What follows belongs to an exercise in optimizing a design on an open flow for small area; a production flow would make more cautious choices.
RTL that was checked went through simulation tests only; none was proved equivalent to the original. No driver is modelled on the clock port, so clocking that relies on it looks cheaper here than on a real chip.

## run M
## fht8v_timeslot
module fht8v_timeslot (
  input  wire        clk,
  input  wire        rst,
  input  wire        tick_valid,
  output wire        tick_ready,
  input  wire [15:0] tick_temp,       
  input  wire        tick_radio_ok,   
  input  wire        cmd_valid,
  output wire        cmd_ready,
  input  wire [2:0]  cmd_op,
  input  wire [3:0]  cmd_group,       
  input  wire [7:0]  cmd_a,
  input  wire [7:0]  cmd_b,
  input  wire [3:0]  cmd_opc,
  output reg         rsp_valid,
  input  wire        rsp_ready,
  output reg  [1:0]  rsp_code,
  output wire [47:0] rsp_msg,
  output wire [1:0]  rsp_mode,
  output wire [15:0] rsp_cnt,
  output wire [7:0]  rsp_sc,
  output wire [3:0]  rsp_count,
  output wire        rsp_panic,
  output wire [7:0]  rsp_freeze,
  output wire [15:0] rsp_last_temp,
  output wire [31:0] rsp_tick,
  output wire [31:0] rsp_last_enq,
  output reg         ev_valid,
  input  wire        ev_ready,
  output reg  [1:0]  ev_kind,         
  output wire [2:0]  ev_group,
  output wire [47:0] ev_msg,
  output wire [31:0] ev_tick
);
Size in the first run: ~1400 cells after synthesis, about 310 I/O pins, roughly 19000 sq um of cells after synthesis.
clock: 10.0 ns
lec_check: 0
cap_margin: 20
core_margin: 2
core_utilization: 60
slew_margin: 20
standard.sh (not shown) runs the stock make flow with config.mk's settings and CLKGATE_MAP_FILE= SYNTH_SCRIPT=/design/flow/synth_recipe.tcl, a recipe that flattens the netlist after the stock synthesis.
==> flow/flow/run.sh <==
#!/bin/bash
# The standard layout (standard.sh), with these changes:
#  - synthesis: synth_recipe.tcl as it is, but with the logic mapped by an
#    area-oriented abc script and adder extraction limited to full adders
#    (flow/synth.tcl); the registers come out as in the standard synthesis;
#  - the port buffers are made from the smallest buffer cell, buf_1;
#  - the clock tree uses clkbuf_16 over clusters of up to 30 registers and no
#    dummy loads.
# The full output of the layout goes to standard.log; ORFS keeps each step's
# own log under orfs/logs.
set -euo pipefail
here=$(pwd)
export AREA_ABC_SCRIPT="$here/flow/abc_area.script"
export FLOW_SYNTH_TCL="$here/synth_recipe.tcl"
export BUFFER_PORTS_ARGS="-buffer_cell sky130_fd_sc_hd__buf_1"
export CTS_ARGS="-sink_clustering_enable -repair_clock_nets -dont_use_dummy_load -buf_list {sky130_fd_sc_hd__clkbuf_16} -sink_clustering_size 30 -sink_clustering_max_diameter 80"
sed -e "s#SYNTH_SCRIPT=[^ ]*#SYNTH_SCRIPT=$here/flow/synth.tcl#" standard.sh > own.sh
grep -q "SYNTH_SCRIPT=$here/flow/synth.tcl" own.sh
bash own.sh > standard.log 2>&1
==> flow/flow/abc_area.script <==
strash
&get -n
&st
&deepsyn -T 40
&dch -f
&nf -R 1000
&put
topo
==> flow/flow/synth.tcl <==
# The standard flow's synthesis script (synth_recipe.tcl) unchanged, except that:
#  - the abc call maps the logic with an area-oriented script
#    (flow/abc_area.script) that leaves gate sizing to the layout;
#  - adder extraction looks for full adders only (no half adders).
proc abc {args} {
  set i [lsearch -exact $args -script]
  if { $i >= 0 } { lset args [expr {$i + 1}] $::env(AREA_ABC_SCRIPT) }
  yosys abc {*}$args
}
proc extract_fa {args} {
  if { [lsearch -exact $args -ha] < 0 && [lsearch -exact $args -fa] < 0 } { lappend args -fa }
  yosys extract_fa {*}$args
}
source $::env(FLOW_SYNTH_TCL)
For run H, these inputs were changed with respect to run M:
diff --git a/flow/design.v b/flow/design.v
--- a/flow/design.v
+++ b/flow/design.v
@@ -51,15 +51,14 @@
   reg [1:0]  freeze;
   reg [15:0] last_temp;
   reg        clr;                
   reg        cs;                 
   reg        ts;                 
   reg [2:0]  gi;                 
   reg        pnow;               
-  reg        acc;                
   reg        radio_q;            
   reg [63:0] o;                  
   function [15:0] inc16(input [15:0] x);
     integer i; reg k;
     begin k = 1'b1; for (i = 0; i < 16; i = i + 1) begin inc16[i] = x[i] ^ k; k = k & x[i]; end end
   endfunction
   function [32:0] inc32(input [31:0] x);    
@@ -80,14 +79,18 @@
     integer i; reg k;
     begin k = 1'b1; for (i = 0; i < 8; i = i + 1) begin dec8[i] = x[i] ^ k; k = k & ~x[i]; end end
   endfunction
   function [9:0] add10(input [9:0] x, input [9:0] z);
     integer i; reg k;
     begin k = 1'b0; for (i = 0; i < 10; i = i + 1) begin add10[i] = x[i] ^ z[i] ^ k; k = (x[i] & z[i]) | (k & (x[i] ^ z[i])); end end
   endfunction
+  function [7:0] sub8(input [7:0] x, input [7:0] z);
+    integer i; reg k;
+    begin k = 1'b1; for (i = 0; i < 8; i = i + 1) begin sub8[i] = x[i] ^ ~z[i] ^ k; k = (x[i] & ~z[i]) | (k & (x[i] ^ ~z[i])); end end
+  endfunction
   function [7:0] add8(input [7:0] x, input [7:0] z);
     integer i; reg k;
     begin k = 1'b0; for (i = 0; i < 8; i = i + 1) begin add8[i] = x[i] ^ z[i] ^ k; k = (x[i] & z[i]) | (k & (x[i] ^ z[i])); end end
   endfunction
   wire ev_free = !ev_valid || ev_ready;
   wire idle    = !clr && !cs && !ts && !ev_valid && !rsp_valid;
   wire [7:0]  h_hc1  = hd[63:56];
@@ -106,31 +109,33 @@
   wire sodd = stepping && (h_mode == M_SYNC_COUNT) && h_sc[0];
   wire [5:0] q_cmd = sodd ? C_SYNC : p_cmd;
   wire [7:0] q_ext = sodd ? h_sc : p_ext;
   wire [63:0] r_pre = {h_hc1, h_hc2, p_addr, q_cmd, q_ext, h_mode, h_cnt, h_sc};
   wire        g0   = (ph == 3'd0);
   wire [15:0] c1   = inc16(h_cnt);
   wire        chi  = (h_cnt[15:8] == 8'd0);
-  wire        hit4 = chi && (h_cnt[7:0] == add8(8'd225, {5'd0, h_hc2[2:0]}));
-  wire        hit2 = chi && (h_cnt[7:0] == add8(8'd227, {5'd0, h_hc2[2:0]}));
-  wire        hit0 = chi && (h_cnt[7:0] == add8(8'd229, {5'd0, h_hc2[2:0]}));
+  wire [7:0]  cd   = sub8(h_cnt[7:0], {5'd0, h_hc2[2:0]});    
+  wire        cdh  = chi && (cd[7:3] == 5'b11100) && cd[0];
+  wire        hit4 = cdh && (cd[2:1] == 2'd0);                   
+  wire        hit2 = cdh && (cd[2:1] == 2'd1);                   
+  wire        hit0 = cdh && (cd[2:1] == 2'd2);                   
   wire [7:0]  sc1  = dec8(h_sc);
   reg [1:0] f_new;
   always @(*) begin
     if (tick_temp == TEMP_NA)
       f_new = freeze;
     else if (tick_temp[15] || (tick_temp[14:6] == 9'd0 && tick_temp[5:0] < 6'd50))
       f_new = 2'd3;
     else if (freeze != 2'd0)
       f_new = freeze - 2'd1;
     else
       f_new = 2'd0;
   end
   wire [1:0] fz = g0 ? f_new : freeze;
-  wire radio = acc ? radio_q : tick_radio_ok;
+  wire radio = g0 ? tick_radio_ok : radio_q;
   reg        n_ev;
   reg [1:0]  n_kind;
   reg [5:0]  n_cmd;
   reg [7:0]  n_ext;
   reg [1:0]  n_mode;
   reg [15:0] n_cnt;
   reg [7:0]  n_sc;
@@ -188,15 +193,15 @@
         n_ext  = 8'd0;
         n_mode = M_SYNC_FINAL;
       end
     endcase
   end
   wire step_en  = stepping && ev_free;
   wire tick_end = step_en && ({1'b0, gi} == count - 4'd1);
-  wire tick_acc = step_en && !acc && (n_ev || tick_end);
+  wire tick_acc = step_en && g0;
   assign tick_ready = tick_acc;
   wire       c_all    = cmd_group[3];
   wire [2:0] c_g      = cmd_group[2:0];
   wire       c_active = ({1'b0, c_g} < count);
   reg  [1:0] c_code;
   always @(*) begin
     c_code = R_OK;
@@ -267,15 +272,14 @@
         clr <= 1'b0;
       if (ev_valid && ev_ready)
         ev_valid <= 1'b0;
       if (rsp_valid && rsp_ready)
         rsp_valid <= 1'b0;
       if (idle && tick_valid) begin
         ts   <= 1'b1;
-        acc  <= 1'b0;
         gi   <= 3'd0;
         tick <= tick1[31:0];
         pnow <= panic_due;
         if (panic_due) begin
           le_lo   <= tick1[9:0];
           le_wrap <= 1'b0;
           panic   <= 1'b1;
@@ -287,18 +291,16 @@
         gi <= gi + 3'd1;
         if (n_ev)
           ev_valid <= 1'b1;
         if (n_read) begin
           last_temp <= tick_temp;
           freeze    <= f_new;
         end
-        if (tick_acc) begin
-          acc     <= 1'b1;
+        if (tick_acc)
           radio_q <= tick_radio_ok;
-        end
         if (tick_end)
           ts <= 1'b0;
       end
       if (cmd_act)
         cs <= !cmd_end;
       if (cmd_end) begin
         rsp_valid <= 1'b1;
--- outcome ---
Measured against each other, run M and run H differ in detailed-route wire length per cell, the higher figure coming from run M. Looking at signal arrival time at the worst endpoint across run M and run H, the one that comes out lower is run H. Run H: area share of xor/xnor cells in the synthesized design 0.46 points below run M. Run H finished every step from synthesis to the final layout, and the layout passed the timing, design-rule and antenna checks. In the flow results for run M and run H, the number of flops mapped to enable cells by yosys is smaller on run H. Fraction of standard cell area that is sequential: run M vs run H — no meaningful difference. Comparing run M and run H, portion of the clock cycle consumed by the worst path in the final layout is lower on run H. ~same area growth from synthesis to layout in run M and run H. Comparing run H with run M, the design area came out essentially unchanged. Run M -> run H: total grt overflow delta 0, exact match. Going from run M to run H, least setup slack across all paths after layout now sits higher; die area now sits at about the same level; top achievable clock speed now sits higher. Of run M and run H, the lower sum of net half-perimeters after detailed placement belongs to run H.
For run M, only the layout was checked, not whether the RTL still works.

## before
Another version of the RTL of fht8v_timeslot (not shown whole).
Size: about 600 flip-flops, ~310 I/O pins, about 18,000 um2 of cells after synthesis.
export LEC_CHECK = 0
export CAP_MARGIN = 20
export CORE_MARGIN = 2
export CORE_UTILIZATION = 60
export SLEW_MARGIN = 20
create_clock -name core_clock -period 10.0 [get_ports {clk}]
==> flow/flow/run.sh <==
#!/bin/bash
# The standard layout (standard.sh), with these changes:
#  - synthesis: synth_recipe.tcl as it is, but with the logic mapped by an
#    area-oriented abc script and adder extraction limited to full adders
#    (flow/synth.tcl); the registers come out as in the standard synthesis;
#  - the port buffers are made from the smallest buffer cell, buf_1;
#  - the clock tree uses clkbuf_16 over clusters of up to 28 registers and no
#    dummy loads.
# The full output of the layout goes to standard.log; ORFS keeps each step's
# own log under orfs/logs.
set -euo pipefail
here=$(pwd)
export AREA_ABC_SCRIPT="$here/flow/abc_area.script"
export FLOW_SYNTH_TCL="$here/synth_recipe.tcl"
export BUFFER_PORTS_ARGS="-buffer_cell sky130_fd_sc_hd__buf_1"
export CTS_ARGS="-sink_clustering_enable -repair_clock_nets -dont_use_dummy_load -buf_list {sky130_fd_sc_hd__clkbuf_16} -sink_clustering_size 28 -sink_clustering_max_diameter 80"
sed -e "s#SYNTH_SCRIPT=[^ ]*#SYNTH_SCRIPT=$here/flow/synth.tcl#" standard.sh > own.sh
grep -q "SYNTH_SCRIPT=$here/flow/synth.tcl" own.sh
bash own.sh > standard.log 2>&1
==> flow/flow/abc_area.script <==
strash
&get -n
&st
&deepsyn -T 120
&dch -f
&nf -R 1000
&put
topo
Scripts as last shown in full above: flow/flow/synth.tcl
In summary, before completed successfully, with a layout that passed the timing, design-rule and antenna checks.
## Diff of input files: after against before
--- a/flow/design.v
+++ b/flow/design.v
@@ -231,31 +231,29 @@
   always @(*) begin
     nx = hd;
     if (step_en)
       nx = {h_hc1, h_hc2, p_addr, q_cmd, q_ext, n_mode, n_cnt, n_sc};
     if (c_enq)
       nx[47:26] = {cmd_a, 2'b01, cmd_opc, cmd_b};
     if (c_sync)
       nx = {h_hc1, h_hc2, 8'd0, C_SYNC, 8'd241, M_SYNC_COUNT, h_cnt, 8'd241};
     if (c_pair)
       nx = {h_hc1, h_hc2, cmd_a, C_PAIR, 8'd0, M_PAIR_START, h_cnt, h_sc};
     if (c_sethc)
       nx[63:48] = {cmd_a, cmd_b};
-    if (clr)
-      nx = 64'd0;
   end
   wire [1:0]  fx_in  = step_en ? n_fx : FX_NONE;
   wire [5:0]  g_cmd  = (fx == FX_SYNC_SET) ? C_SYNC_SET : {o[39] | (fx == FX_REPEAT), o[38:34]};
   wire [7:0]  g_ext  = (fx == FX_SYNC_SET) ? 8'd0 : (fx == FX_FLOOR) ? 8'd40 : o[33:26];
-  wire [63:0] g_rec  = {o[63:40], g_cmd, g_ext, o[25:0]};
+  wire [63:0] g_rec  = clr ? 64'd0 : {o[63:40], g_cmd, g_ext, o[25:0]};
   wire [32:0] tick1   = inc32(tick);
   wire        panic_due = (tick[9:0] == add10(le_lo, 10'd699));
   always @(posedge clk) begin
     if (adv) begin
       ring <= {ring[383:0], g_rec};
       o    <= nx;
       fx   <= fx_in;
       pg   <= ph;
       ph   <= ph1;
     end else begin
       ring <= {ring[383:0], hd};
       ph   <= (ph1 == pg) ? ph1 + 3'd1 : ph1;
### Flow results
Compare before and after | starting density of the core higher: after. The fmax was comparable across before and after. Compared with before, after shows a lower minimum period implied by the final worst setup slack. In after the initial antenna violation count turned out 1 higher than in before. In the flow results for before and after, the final worst slack is smaller on before. Post-synthesis to final-layout area growth: after vs before, no meaningful difference. NOTE number of clock buffers in the layout before->after decreased by a few percent.

==> static timing again, ports no longer ideal <==
The results above use ideal ports. As a check the final layouts listed here were re-extracted and re-timed, cells and wires unchanged. Step 1 (the two cells are an assumption about what drives the block):
set clk [get_ports {clk}]
set_driving_cell -lib_cell sky130_fd_sc_hd__clkbuf_16 $clk
set_driving_cell -lib_cell sky130_fd_sc_hd__buf_2 [delete_from_list [all_inputs] $clk]
Step 2 also shifts input and output timing later by t, the mid clock arrival at the registers, as if the neighbouring blocks saw the same clock. Three values: ideal ports, drivers, drivers and shift; two values: the first two.
run	t (ns)	setup WS [ns]	cell pins on the clock port's net
run M	0.597	1.960 / 1.910 / 2.259	1
run H	0.598	1.985 / 1.933 / 2.033	1
before	0.593	1.889 / 1.837 / 2.069	1
after	0.597	1.909 / 1.861 / 2.459	1
After both steps setup and hold are still met in every run listed.
